What follows belongs to an exercise in optimizing a design on an open flow for small area, a short achievable clock period and few clock cycles; a production flow would make more cautious choices. Only simulation tests tie the RTL to the original design; equivalence was not proved. Power and IR drop assume default switching activity.

==> flow/design.v, too long to show whole: its modules and the start of the top module <==
// module aptb_acf: 1575 lines
module aptb_acf (
    input             clk,
    input             rst,           
    input             cmd_valid,
    output            cmd_ready,
    input      [31:0] cmd_word,      
    input      [31:0] cmd_data,      
    input      [31:0] cfg_fs,        
    input      [31:0] cfg_flo,       
    input      [31:0] cfg_fhi,       
    input      [15:0] cfg_tau,       
    output reg        rsp_valid,
    output reg [31:0] rsp_result,
    output reg [7:0]  rsp_err
);
  // ...
==> flow/flow/run.sh <==
#!/bin/bash
# The standard layout, with the port buffers made from plain buf_4 cells
# instead of the delay buffer the resizer picks by default.
set -euo pipefail
export BUFFER_PORTS_ARGS="-buffer_cell sky130_fd_sc_hd__buf_4"
bash standard.sh finish > standard_flow.log 2>&1
==> flow/standard.sh <==
#!/bin/bash
# synth_recipe.tcl (not shown) runs the flow's synth.tcl, then flattens the netlist and writes it again
# the make line also repeats each setting of config.mk as NAME=value (left out here)
make -C /OpenROAD-flow-scripts/flow DESIGN_CONFIG=/design/flow/config.mk WORK_HOME=/design/flow/orfs CLKGATE_MAP_FILE= SYNTH_SCRIPT=/design/flow/synth_recipe.tcl "${@:-finish}"
==> flow/config.mk <==
export PLATFORM = sky130hd
export DESIGN_NAME = aptb_acf
export DESIGN_NICKNAME = aptb_acf
export VERILOG_FILES = /design/flow/design.v
export SDC_FILE = /design/flow/constraint.sdc
export NUM_CORES = 4
export LEC_CHECK = 0
export CAP_MARGIN = 20
export CORE_MARGIN = 2
export CORE_UTILIZATION = 58
export SLEW_MARGIN = 20
==> flow/constraint.sdc <==
create_clock -name core_clock -period 15.0 [get_ports {clk}]
set_input_delay 3.0000 -clock core_clock [delete_from_list [all_inputs] [get_ports {clk}]]
set_output_delay 3.0000 -clock core_clock [all_outputs]
set_load 0.01 [all_outputs]
==> metrics.md, run 1 <==
| Metric | Value |
|---|---|
| CTS tree | done |
| Post-Synth XOR/XNOR Area | 0.0550 |
| Slew headroom | 0.179 |
| Setup violators final | 0 |
| Top post-synthesis cells by count | edfxtp_1 (719), dfxtp_1 (521), inv_1 (465) |
| PnR worst setup slack | 10.73 ns |
| HP Class | reg2reg |
| Placed cells | 6758 |
| Die X | 336 um |
| Crit path capture type | output port |
| Top_reg_cell synth | edfxtp_1 |
| CTS Root Cell | clkbuf_16 |
| Commonest non-fill, non-tap cell in the layout | edfxtp_1 |
| DRC Markers | 0 |
| Die span in y | 336 um |
| Wire length on met2 | 83000 um |
| Simple-gate share of the synthesized area | 0.0829 |
| Compound-Gate Fraction of Synth Area | 0.0832 |
| Filler cells | 8303 |
| Largest cell class | registers |
| Storage element area | 0.0320 mm^2 |
| Status | finished clean |
| Cell Chain, Critical Path | buf_4 |
| Hold buffer count at CTS | 0 |
| Seq_cells | 1240 |
| Pwr top | sequential cells |
| PwrDens | 106 mW/mm^2 |
| Sequential fraction of the synthesis area | 0.500 |
| Vias per cell | 5.94 |
| Critical path depth in cells | 1 |
| Layout clock area frac | 0.0652 |
| Crit path max fanout | 4 |
| Most common cell in the synthesized netlist | edfxtp_1 |
| Final std cells w/o fill | 7010 |
| Post-route ant nets | 0 |
| Combinational power | 466 uW |
| Wirelength per Cell | 24.4 um |
| Io pins | 221 |
| Post-layout util | 0.657 |
| Hold_sp | pr_first |
| Worst Hold Depth | 0 |
| Setup TNS | 0 ns |
| Seq area share | 0.446 |
| RSZ-0062 raised after global routing | false |
| Crit path max-delay family | flip-flops |
Testbench counts, summed over its fixed seeds: cycles 43,262.
==> inputs of run 2 (changes only) <==
--- a/flow/design.v
+++ b/flow/design.v
@@ -1477,19 +1477,19 @@
             if (e_st == E_IDLE) e_rd <= !do_fill;
             if (do_init_start) begin
                 dv_sh[32:0] <= {2'b0, cfg_fs[22:0], 8'd0};
             end else if (in_run) begin
                 if (in_cnt != 4'd0) dv_sh[32:0] <= in_nr[32:0];
             end else if (newlag_q || do_pred_start) begin
                 dv_busy <= 1'b1;
                 dv_pred <= do_pred_start;
-                dv_cnt  <= 5'd20;
-                dv_rem  <= 7'd0;
-                dv_sh   <= {1'b0, fs_s, 16'd0};
+                dv_cnt  <= 5'd16;
+                dv_rem  <= fs_s[22:16];
+                dv_sh   <= {fs_s[15:0], 24'd0};
                 dv_dv   <= newlag_q ? est_lag : lastlag;
                 dv_l3   <= newlag_q ? {2'd0, est_lag} + {1'b0, est_lag, 1'b0}
                                     : {2'd0, lastlag} + {1'b0, lastlag, 1'b0};
             end else if (dv_busy) begin
                 dv_rem <= dv_rem_n;
                 dv_sh  <= {dv_sh[37:0], dv_qd};
                 dv_cnt <= dv_cnt - 5'd1;
                 if (dv_cnt == 5'd1) dv_busy <= 1'b0;
==> flow/config.mk (replaced) <==
export PLATFORM = sky130hd
export DESIGN_NAME = aptb_acf
export DESIGN_NICKNAME = aptb_acf
export VERILOG_FILES = /design/flow/design.v
export SDC_FILE = /design/flow/constraint.sdc
export NUM_CORES = 4
export LEC_CHECK = 0
export CAP_MARGIN = 20
export CORE_MARGIN = 2
export CORE_UTILIZATION = 65
export SLEW_MARGIN = 20
==> run 2 against run 1 <==
Effect of this change: sequential share of layout area rose by 0.39 points; core utilization up 6.8 points; flip-flop and latch count did not move; global-route usage increased by 3.6 points; worst hold slack gained 0.0042 ns; combinational power down 6.9%; count of clock-buffer cells in the layout shrank 20; highest routed layer unchanged; first-iteration DRC count grew 20%; register-to-register slack got worse by 0.36 ns; largest cell class unchanged; via count up 2.1%; area after synthesis hardly changed; setup slack worse by 0.29 ns.
==> metrics.md, run 2 <==
| Metric | Value |
|---|---|
| Top flop regs | F (256), S (256), T (256) |
| Top_reg_cell synth | edfxtp_1 |
| Total GRT Usage | 0.342 |
| Wirelength per Cell | 25.1 um (+2.8%) |
| R2R Setup Slk | 10.44 ns |
| Port bufs | 216 |
| Detailed Place HPWL | 126000 um |
| Worst-margin pin slew | 1.09 ns |
| Sequential fraction of the synthesis area | 0.500 (about the same) |
| Clock Tree Buf Depth | 3 |
| CP startpoint | dv_sh[32] |
| Worst reg2reg path depth | 14 |
| Slew Limit Fails | 0 |
| Synth area leader | edfxtp_1 |
| Critical path required time | 15.44 ns |
| Setup TNS | 0 ns (unchanged) |
| Largest net degree at the start of global routing | 113 |
| DRT Pass-1 Iters | 6 |
| HP Class | reg2reg |
| Final hold vios | 0 |
| Synth Register Bits | 1240 |
| Worst hold slack | 0.331 ns |
| Warnings, synthesis | 1 |
| Crit path DAT | 5.00 ns |
| DR iter-0 viols | 4910 |
| RePlAce Congestion | 0.943 |
| Sequential share of power | 0.496 |
| Comb power frac | 0.059 |
| CTS tree | done |
| Most frequent cells in the layout | edfxtp_1 (719), dfxtp_1 (516), inv_1 (476) |
| Clk latency of the worst-skew pair | 0.75 ns |
| Yosys top cell area share | 0.337 |
| Startpoint Class | flip-flop |
| Die span in y | 318 um (-5.5%) |
| Cells after Synth | 5274 |
| GRT Residual Overflow | 0 |
| Cell Int Power | 5630 uW |
| Largest cells by area after synthesis | edfxtp_1 (34%), dfxtp_1 (16%), mux4_2 (8.4%) |
| Initial antenna violation count | 3 |
| Ys async rst share | 0 |
| Detailed-route via count | 42500 |
| Worst setup path category | reg2reg |
| Status | finished clean |
| Yosys cell types | 79 |
| DIE AREA | 0.101 mm^2 |
| H-tree lvl count | 3 |
| CTS resizes | 0 |
| Post-route ant nets | 0 (unchanged) |
| Area grow syn2layout | 11.0% |
| Clock-pin slew on the worst setup and hold paths | 0.06 ns |
| Post-synth EDFFs | 719 |
| Tmin final | 4.56 ns |
| Io pins | 221 (unchanged) |
| Post-CTS setup buffer count | 0 |
| Core Area | 0.0980 mm^2 |
| Post-Syn Area per Cell | 12.1 um^2 |
| Peak VDD IR | 128 uV |
| Worst Skew | 0.0613 ns |
| Layout cells sized above 1 | 0.149 |
| Top post-synthesis cells by count | edfxtp_1 (719), dfxtp_1 (521), inv_1 (479) |
| CTS buffer count | 121 |
| Crit path max fanout | 35 (+31) |
| End of the worst register-to-register path | dv_sh[30] |
| Clock share of power | 0.444 |
| DRC Markers | 0 (unchanged) |
| PwrDens | 103 mW/mm^2 (-3.0%) |
| Die X | 318 um (-5.5%) |
| Starting Density | 0.654 |
| Tcrit/Tclk final | 0.304 |
| Mapped Area | 0.0641 mm^2 |
| Hold buffer count at CTS | 0 (unchanged) |
| Fmax achieved | 0.219 GHz |
| First-pass GRT wire length | 260000 um |
| Hold_sp | pa_first |
| CP endpoint | dv_sh[30] |
| Switching power | 1670 uW |
| Worst Hold Depth | 0 (unchanged) |
| Crit path capture type | flip-flop |
| Max Cap Violations | 0 |
| Sw Ratio | 0.229 |
| Cell leakage power | 0.0271 uW |
| Vias per cell | 6.22 (+4.9%) |
| Slew headroom | 0.272 (+0.0938) |
| Most common cell in the synthesized netlist | edfxtp_1 |
| CTS Root Cell | clkbuf_16 |
| R2r startpoint | dv_sh[32] |
| Cell Rows | 115 |
| RSZ-0062 raised after global routing | false |
| Setup violators final | 0 (unchanged) |
| Commonest non-fill, non-tap cell in the layout | edfxtp_1 |
| CTS Sinks | 1240 |
| Vias in the first global route | 42400 |
| Post-Route WL | 171000 um |
| Nets | 6107 |
run 2: how the worst min path moves through the flow:
| stage | slack, ns | end |
|---|---|---|
| after floorplan | 0.31 | pb_first |
| after global placement | 0.31 | pb_first |
| after detailed placement | 0.32 | pr_first |
| after CTS | 0.33 | pr_rd |
| after global routing | 0.34 | pr_rd |
| final | 0.33 | pr_first |
run 2: layout make-up:
type / count / area [um^2]
fill: 6699 / 26900
antenna: 1 / 2.50
multi-input combinational: 3314 / 29300
timing repair buffer: 273 / 2050
clock inverter: 76 / 961
inverter: 482 / 1820
tap: 1287 / 1610
clock buffer: 154 / 3310
sequential: 1240 / 32000
run 2: logic make-up (layout without fill, tap and decap cells):
logic type,count (synthesis),in the layout,share of synthesized area
DFF,1240,1240,0.500
and+or+nand+nor,1134,1134,0.0813
AOI/OAI and AO/OA,889,889,0.0850
buffers and inverters,723,985,0.0429
adders and majority gates,496,496,0.127
xor gates and xnor gates,402,402,0.0550
muxes,389,389,0.109
other,1,5,0.0000585
run 2: metrics by stage:
| step | instance area [um^2] | power [uW] | util | cells | worst slack [ns] |
|---|---|---|---|---|---|
| after global placement | 66800 | 4120 | 0.682 | 6596 | 10.01 |
| after detailed placement | 66800 | 4120 | 0.682 | 6596 | 10.06 |
| final | 71100 | 7300 | 0.726 | 6827 | 10.44 |
| after CTS | 71100 | 7320 | 0.726 | 6826 | 10.45 |
| after floorplan | 64100 | 3980 | - | 5277 | 8.21 |
| after global routing | 71100 | 7490 | 0.726 | 6826 | 10.08 |
run 2: power by group through the flow:
stage	registers [uW]	logic (uW)	clock network, uW
floorplan	3670	308	0
global placement	3690	423	0
detailed placement	3690	426	0
CTS	3620	429	3270
global route	3620	480	3390
finish	3620	434	3240
run 2: worst max-delay path: stages (launching register included):
cell	delay, ns
dfxtp_2	0.31
buf_4	0.47
inv_1	0.19
ha_1	0.27
fa_1	0.44
a211oi_1	0.36
o21ai_0	0.32
and3_1	0.26
a211o_1	0.29
o31ai_1	0.33
a21oi_1	0.21
a221oi_1	0.36
nor2b_1	0.21
xor2_1	0.16
a221oi_1	0.09
run 2: metal layers:
layer / vias to the layer above / GRT usage / share of wire
li1: 19000 / - / -
met1: 21100 / 0.455 / 0.39
met2: 1925 / 0.562 / 0.48
met3: 469 / 0.0501 / 0.073
met4: 0 / 0.152 / 0.051
met5: - / 0 / 0
Testbench counts of run 2, summed over its fixed seeds: cycles 43,075.
==> inputs of run 3 (changes only) <==
--- a/flow/config.mk
+++ b/flow/config.mk
@@ -7,5 +7,5 @@
 export LEC_CHECK = 0
 export CAP_MARGIN = 20
 export CORE_MARGIN = 2
-export CORE_UTILIZATION = 65
+export CORE_UTILIZATION = 58
 export SLEW_MARGIN = 20
==> run 3 against run 2 <==
Effect of this change: worst hold slack got worse by 0.011 ns; combinational power about the same; first-iteration DRC count decreased by 24%; global-route usage decreased by 3.1 points; maximum frequency decreased by 3.3%; clock power increased by 4%; design area increased by 0.62%; area after synthesis unchanged; register-to-register slack got worse by 0.16 ns; via count decreased by 1.2%; sequential share of layout area decreased by 0.28 points; flip-flop and latch count unchanged; largest power group unchanged.
==> metrics.md, run 3 <==
| Metric | Value |
|---|---|
| Most frequent cells in the layout | edfxtp_1 (719), dfxtp_1 (516), inv_1 (476) |
| Largest net degree at the start of global routing | 130 (+15%) |
| Crit path max-delay family | compound AO/OA/AOI/OAI gates |
| Clk latency of the worst-skew pair | 0.75 ns (about the same) |
| Warnings, synthesis | 1 (unchanged) |
| Layout cells sized above 1 | 0.148 (-0.000268) |
| Max Cap Violations | 0 (unchanged) |
| Top post-synthesis cells by count | edfxtp_1 (719), dfxtp_1 (521), inv_1 (479) |
| Commonest non-fill, non-tap cell in the layout | edfxtp_1 |
| GRT Residual Overflow | 0 (unchanged) |
| Setup violators final | 0 (unchanged) |
| Vias in the first global route | 41700 (-1.7%) |
| DR iter-0 viols | 3738 (-24%) |
| Cell Rows | 121 (+5.2%) |
| HP Class | reg2reg |
| Initial antenna violation count | 1 (-2) |
| Slowest stage cell, crit path | buf_4 |
| Wirelength per Cell | 24.7 um (-1.3%) |
| First-pass GRT wire length | 262000 um (+0.45%) |
| Slew headroom | 0.260 (-0.0127) |
| Starting Density | 0.587 (-0.0669) |
| Clock Tree Buf Depth | 3 (unchanged) |
| Tmin final | 4.72 ns (+0.158 ns) |
| DIE AREA | 0.113 mm^2 (+12%) |
| Nets | 6117 (+0.16%) |
| Yosys top cell area share | 0.337 (unchanged) |
| Port bufs | 216 (unchanged) |
| CTS resizes | 0 (unchanged) |
| Filler cells | 8334 (+24%) |
| RePlAce Congestion | 0.941 (-0.18%) |
| Total GRT Usage | 0.311 (-0.0307) |
| Cell Chain, Critical Path | buf_4 > inv_1 > ha_1 > fa_1 > a211oi_1 > o21ai_0 > and3_1 > a211o_1 > o31ai_1 > a21oi_1 > a221oi_1 > nor2b_1 > xor2_1 > a221oi_1 |
| Core Area | 0.109 mm^2 (+11%) |
| Synth area leader | edfxtp_1 |
| Worst hold slack | 0.321 ns (-0.0107 ns) |
| Crit path capture type | flip-flop |
| Io pins | 221 (unchanged) |
| Post-Route WL | 174000 um (+1.6%) |
| Peak VDD IR | 119 uV (-7.5%) |
| Most common cell in the synthesized netlist | edfxtp_1 |
| Crit path max fanout | 35 (unchanged) |
| Setup TNS | 0 ns (unchanged) |
| RSZ-0062 raised after global routing | false |
| CTS Root Cell | clkbuf_16 |
| Sequential fraction of the synthesis area | 0.500 (unchanged) |
| End of the worst register-to-register path | dv_sh[30] |
| Status | finished clean |
| Hold_sp | pa_first |
| Worst Hold Depth | 0 (unchanged) |
| Post-Syn Area per Cell | 12.1 um^2 (unchanged) |
| Top flop regs | F (256), S (256), T (256) |
| Largest cells by area after synthesis | edfxtp_1 (34%), dfxtp_1 (16%), mux4_2 (8.4%) |
| Worst reg2reg path depth | 14 (unchanged) |
| Ys async rst share | 0 (unchanged) |
| CTS buffer count | 132 (+9.1%) |
| Detailed-route via count | 42000 (-1.2%) |
| Yosys cell types | 79 (unchanged) |
| Worst-margin pin slew | 1.11 ns (+0.0205 ns) |
| Startpoint Class | flip-flop |
| Post-CTS setup buffer count | 0 (unchanged) |
| Largest stage delay, worst path | 0.47 ns (about the same) |
| Fmax achieved | 0.212 GHz (-3.3%) |
| Detailed Place HPWL | 129000 um (+2.6%) |
| Die X | 336 um (+5.8%) |
| Vias per cell | 5.97 (-4.0%) |
| CTS tree | done |
| Crit path DAT | 5.19 ns (+0.19 ns) |
| R2R Setup Slk | 10.28 ns (-0.16 ns) |
| CTS Sinks | 1240 (unchanged) |
| DRC Markers | 0 (unchanged) |
| Tcrit/Tclk final | 0.315 (+0.0105) |
| Buf/Inv on CP | 2 (unchanged) |
| Hold Path Sink | pr_first |
| Cells after Synth | 5274 (unchanged) |
| Mapped Area | 0.0641 mm^2 (unchanged) |
| Critical path required time | 15.47 ns (+0.03 ns) |
| H-tree lvl count | 4 (+1) |
| Post-route ant nets | 0 (unchanged) |
| Area grow syn2layout | 11.7% |
| Final hold vios | 0 (unchanged) |
| DRT Pass-1 Iters | 6 (unchanged) |
| R2r startpoint | dv_sh[32] |
| Slew Limit Fails | 0 (unchanged) |
| Crit-path most repeated cell | a221oi_1 |
| Worst Skew | 0.0270 ns (-0.0343 ns) |
| Clock-pin slew on the worst setup and hold paths | 0.06 ns (about the same) |
| Die span in y | 336 um (+5.8%) |
| Cell leakage power | 0.0272 uW (+0.36%) |
| Post-synth EDFFs | 719 (unchanged) |
| Hold buffer count at CTS | 0 (unchanged) |
| Worst setup path category | reg2reg |
| Diodes inserted | 0 (-1) |
| PwrDens | 104 mW/mm^2 (+1.2%) |
| Synth Register Bits | 1240 (unchanged) |
| Top_reg_cell synth | edfxtp_1 |
## run 3: worst max path at each step
stage	slack, ns	cells after the start	start	to
3_3_place_gp	9.94	8	cmd_word[1]	q_d[11]
5_1_grt	10.04	14	dv_sh[32]	dv_sh[30]
6_report	10.28	14	dv_sh[32]	dv_sh[30]
3_5_place_dp	10.03	8	cmd_word[1]	q_d[11]
4_1_cts	10.42	14	dv_sh[32]	dv_sh[30]
2_1_floorplan	8.21	5	q_d[11]	F[0]
## run 3: metrics by stage
stage / setup slack (ns) / instances / power (uW) / instance area, um^2 / utilization
after floorplan: 8.21 / 5277 / 3980 / 64100 / -
after global placement: 9.94 / 6784 / 4110 / 67100 / 0.615
after detailed placement: 10.03 / 6784 / 4120 / 67100 / 0.615
after CTS: 10.42 / 7025 / 7470 / 71600 / 0.656
after global routing: 10.04 / 7025 / 7650 / 71600 / 0.656
final: 10.28 / 7025 / 7430 / 71600 / 0.656
## run 3: cell families after synthesis
kind of cell	synth area share
AO/OA/AOI/OAI	0.0850
XOR/XNOR	0.0550
adder cells (fa/ha/maj)	0.127
buffers and inverters	0.0429
flip-flops	0.500
multiplexers	0.109
other	0.0000585
AND/OR/NAND/NOR	0.0813
## run 3: layer usage
layer / track usage / vias to the layer above / wire length [um]
met5: 0 / - / 0
met4: 0.114 / 0 / 6620
met3: 0.0442 / 352 / 10600
met2: 0.511 / 1510 / 83900
met1: 0.423 / 21100 / 72600
li1: - / 19000 / -
## run 3: cell type report
| type | instances | area [um^2] | area share |
|---|---|---|---|
| Clock inverter | 69 | 797 | 0.0111 |
| Clock buffer | 172 | 3670 | 0.0513 |
| Tap cell | 1476 | 1850 | 0.0258 |
| Sequential cell | 1240 | 32000 | 0.448 |
| Inverter | 482 | 1820 | 0.0254 |
| Timing Repair Buffer | 272 | 2060 | 0.0288 |
| Multi-Input combinational cell | 3314 | 29300 | 0.410 |
## run 3: power by group
part,internal [uW],switching (uW),leakage (uW)
clock network,1980,1400,0.00217
logic,200,231,0.0149
registers,3580,37.8,0.0101
## run 3: worst register-to-register path, stage by stage, from the launching register on
cell and delay, ns:
dfxtp_2 0.31, buf_4 0.47, inv_1 0.23, ha_1 0.27, fa_1 0.43, a211oi_1 0.40
o21ai_0 0.33, and3_1 0.26, a211o_1 0.30, o31ai_1 0.37, a21oi_1 0.22, a221oi_1 0.38
nor2b_1 0.21, xor2_1 0.16, a221oi_1 0.09

afterwards: timing with drivers on the ports:
How much do the figures lean on ideal ports? The routed layouts below were timed once more, with nothing changed but the port constraints. Step 1, drivers: a clkbuf_16 drives clk and a buf_2 each remaining input, both assumed. Step 2 also shifts input and output timing later by t, the mid clock arrival at the registers, as if the neighbouring blocks saw the same clock. Slacks: no drivers / after step 1 / after step 2; pairs: no drivers / after step 1.
run	t (ns)	setup slack, ns	worst setup path after step 2	worst register clock-pin slew, ns	pins driven straight from the clock port
run 1	0.827	10.730 / 10.652 / 10.284	input to register	0.07 / 0.07	1
run 2	0.798	10.440 / 10.440 / 9.992	input to register	0.08 / 0.08	1
run 3	0.816	10.282 / 10.282 / 9.969	input to register	0.07 / 0.07	1
After both steps setup and hold are still met in every run listed. For run 2, which loses most, drivers alone change the setup slack by 0.000 ns; drivers and shift together by -0.448 ns.
